What follows belongs to an exercise in optimizing a design on an open flow for small area, a short achievable clock period and few clock cycles; a production flow would make more cautious choices.
At most, simulation tests tie the RTL to the original design; equivalence was not proved.

Design tpb_codec, start of the top module:
module tpb_codec (
    input  wire        clk,
    input  wire        rst,         
    input  wire        cmd_valid,
    output wire        cmd_ready,
    input  wire [31:0] cmd_word,
    input  wire [63:0] cmd_opd,
    input  wire [15:0] cmd_flen,
    input  wire        frm_valid,
    output wire        frm_ready,
    input  wire [7:0]  frm_data,
    output wire        rsp_valid,
    output wire [7:0]  rsp_status,
    output wire [63:0] rsp_res
);
clock: 70.0 ns
lec_check: 0
abc_area: 1
cap_margin: 20
core_margin: 2
core_utilization: 40
cts_buf_list: sky130_fd_sc_hd__clkbuf_16
cts_cluster_diameter: 75
cts_cluster_size: 30
place_density: 0.8
slew_margin: 20
synth_hierarchical: 1
standard.sh (not shown) runs the stock make flow with config.mk's settings and CLKGATE_MAP_FILE= SYNTH_SCRIPT=/design/flow/synth_recipe.tcl, a recipe that flattens the netlist after the stock synthesis.
==> flow/flow/run.sh <==
#!/bin/bash
# Layout flow: the standard flow (standard.sh, ORFS) with settings that
# ORFS reads from the environment:
#  - BUFFER_PORTS_ARGS: the port buffers are sky130_fd_sc_hd__buf_2 cells
#    (every input and output port still gets its own buffer);
#  - CTS_ARGS: the clock tree uses clkbuf_16 and the sink clustering of
#    config.mk's CTS_* settings, without dummy load cells;
#  - PRE_DETAIL_PLACE_TCL: flow/outflops.tcl gives the flip-flops that drive
#    the output port buffers a stronger drive (dfxtp_4).
# The clock period, the SDC and every other step are the standard flow's.
set -euo pipefail
here=$(pwd)
export BUFFER_PORTS_ARGS="-buffer_cell sky130_fd_sc_hd__buf_2"
export CTS_ARGS="-sink_clustering_enable -repair_clock_nets -dont_use_dummy_load -sink_clustering_size 30 -sink_clustering_max_diameter 75 -buf_list sky130_fd_sc_hd__clkbuf_16"
export PRE_DETAIL_PLACE_TCL="$here/flow/outflops.tcl"
bash standard.sh > standard.log 2>&1
==> flow/flow/outflops.tcl <==
# Upsize the flip-flops that drive the output ports (through their port
# buffers) from dfxtp_1 to dfxtp_4: the same registers and cell type, a
# stronger drive for the wire to the port buffer. Run before detailed
# placement, which then legalizes the wider cells.
set block [ord::get_db_block]
set db [ord::get_db]
set m4 [$db findMaster sky130_fd_sc_hd__dfxtp_4]
set n 0
foreach bterm [$block getBTerms] {
  if {[$bterm getIoType] != "OUTPUT"} { continue }
  set net [$bterm getNet]
  if {$net == "NULL"} { continue }
  foreach it [$net getITerms] {
    if {![$it isOutputSignal]} { continue }
    set buf [$it getInst]
    set a [$buf findITerm A]
    if {$a == "NULL"} { continue }
    set n2 [$a getNet]
    if {$n2 == "NULL"} { continue }
    foreach it2 [$n2 getITerms] {
      if {![$it2 isOutputSignal]} { continue }
      set drv [$it2 getInst]
      if {[[$drv getMaster] getName] == "sky130_fd_sc_hd__dfxtp_1"} {
        $drv swapMaster $m4
        incr n
      }
    }
  }
}
puts "outflops.tcl: upsized $n output flip-flops to dfxtp_4"
Rerun with:
--- a/flow/design.v
+++ b/flow/design.v
@@ -32,20 +32,21 @@
     reg [3:0]  ph;                  
     reg [3:0]  dofs;                
     reg [6:0]  err;                 
     reg        rv_q;
     reg [3:0]  rs_q;
     reg [41:0] rr_q;
     reg        crdy_q;
     reg        frdy_q;
     reg        clr_q;               
     reg        in_load;
+    reg [7:0]  tk;                  
     reg        fb_v;                
     reg        load_ok;
     reg        sp_pend;
     reg [2:0]  a_op;                
     reg [7:0]  a_idx;
     reg [7:0]  a_dat;
     reg        w_pend;
     reg [7:0]  w_idx;
     reg [7:0]  w_dat;
     reg           sysrst_q;         
@@ -536,21 +537,20 @@
     wire [6:0] err_new;
     assign err_new[0] = rv_q && rs_q == ST_BAD_SYNC;
     assign err_new[1] = rv_q && rs_q == ST_BAD_SIZE;
     assign err_new[2] = rv_q && rs_q == ST_BAD_PID;
     assign err_new[3] = rv_q && rs_q == ST_BAD_ADAPT;
     assign err_new[4] = rv_q && rs_q == ST_UNKNOWN_PKT;
     assign err_new[5] = rv_q && rs_q == ST_BAD_OFFSET;
     assign err_new[6] = rv_q && rs_q == ST_ILLEGAL;
     wire [6:0]  err_eff  = err | err_new;
     wire [7:0] fidx  = a_idx;
-    wire [7:0] tk    = a_idx + {7'd0, fb_v};
     wire       a_static  = (a_idx < 8'd12);
     wire       sp_rdb    = (a_op == 3'b000);    
     wire       sp_wr     = (a_op == 3'b001);    
     wire       sp_tsc    = (a_op == 3'b100);    
     wire       sp_afc    = (a_op == 3'b101);    
     wire       sp_clrpcr = (a_op == 3'b111);    
     wire       sp_clrerr = (a_op == 3'b110);    
     wire [7:0] raddr = w_pend ? w_idx : a_idx;
     wire [7:0] rj    = raddr - 8'd12;
     wire [3:0] rring = rj[7:4];
@@ -721,22 +721,24 @@
             a_dat <= in_load ? frm_data : cmd_word[23:16];
             a_op  <= {cmd_word[5], cmd_word[4], cmd_word[2]};
         end
         w_pend <= w_pend_d;
         if (fb_v && fidx == 8'd0 && a_dat == 8'h47) w_pend <= 1'b0;
         if (!w_pend) begin
             w_idx <= cmd_word[15:8];
             w_dat <= cmd_word[23:16];
         end
         fb_v <= take & in_load;
+        if (take & in_load) tk <= tk1;
         in_load <= in_load_d;
         if (fb_v && fidx == 8'd0) load_ok <= (a_dat == 8'h47);
+        if (!in_load) tk <= 8'd0;
         if (ld_w && fidx == 8'd12) dofs <= ph;           
         sysrst_q <= sysrst_d;
         if (clr_q && ph == 4'd15) clr_q <= 1'b0;
         if (sysrst_q) begin
             clr_q  <= 1'b1;
             ph     <= 4'd0;
             w_pend <= 1'b0;
         end
         if (sysrst_q || (sp_go && sp_clrerr))
             err <= 7'd0;
@@ -750,27 +752,29 @@
         if (rst) begin
             ph      <= 4'd0;
             dofs    <= 4'd0;
             err     <= 7'd0;
             rv_q    <= 1'b0;
             crdy_q  <= 1'b0;
             frdy_q  <= 1'b0;
             clr_q   <= 1'b1;
             w_pend  <= 1'b0;
             in_load <= 1'b0;
+            tk      <= 8'd0;
             fb_v    <= 1'b0;
             load_ok <= 1'b0;
             sp_pend <= 1'b0;
             busy    <= 1'b0;
             sysrst_q <= 1'b0;
         end
     end
+    wire [7:0] tk1    = tk + 8'd1;
     wire       ok_n   = (fb_v && fidx == 8'd0) ? (a_dat == 8'h47) : load_ok;
     wire [3:0] dofs_n = (ld_w && fidx == 8'd12) ? ph : dofs;
     wire [3:0] al     = ph + 4'd14 - dofs_n;
     wire       r_free = ~clr_q & ~w_pend;       
     wire fr_b = in_load & (tk < 8'd188) &
                 ((tk < 8'd12) | ~ok_n |
                  (r_free & ((tk == 8'd12) | (tk[3:0] == al))));
     wire fr_a = in_load & (tk < 8'd187) &
                 ((tk < 8'd11) | ~ok_n |
                  (r_free & ((tk == 8'd11) | (tk == 8'd12) | (tk[3:0] + 4'd1 == al))));
What happened: The new run ran to the end with no violations. Count of clock-buffer cells in the layout decreases by 4. Critical path depth decreases by 14. Synthesized cell count increases by 0.46%. Setup slack gets better by 0.14 ns. Non-clock buffer count decreases by 2. Clock skew decreases by 0.060 ns.
Testbench counts after the change, summed over its fixed seeds: cycles 41,912.
Function not checked in the first run of this note: the RTL went through the layout flow alone.

what the ideal ports hide:
The results above use ideal ports. As a check the final layouts listed here were re-extracted and re-timed, cells and wires unchanged. Step 1 assumes that a clkbuf_16 drives the clock port and a buf_2 every other input. Step 2 moves the port delays by t, midway between the first and last clock arrival at a register: inputs arrive t later, outputs are due t later. That takes back most of the time a late clock gives input paths. Slacks: ideal / step 1 / step 2; pairs: ideal / step 1.
| run | shift t [ns] | setup slack, ns | hold WS [ns] | worst data-port slew with drivers (ns) |
|---|---|---|---|---|
| the first run | 0.720 | 54.614 / 54.623 / 53.945 | 0.232 / 0.232 / 0.232 | 0.22 |
| the second run | 0.684 | 54.751 / 54.682 / 54.220 | 0.294 / 0.294 / 0.294 | 0.07 |
After both steps every run listed still meets setup and hold. The setup slack of the first run, which loses most, moves by +0.009 ns with the drivers and by -0.669 ns with both steps.
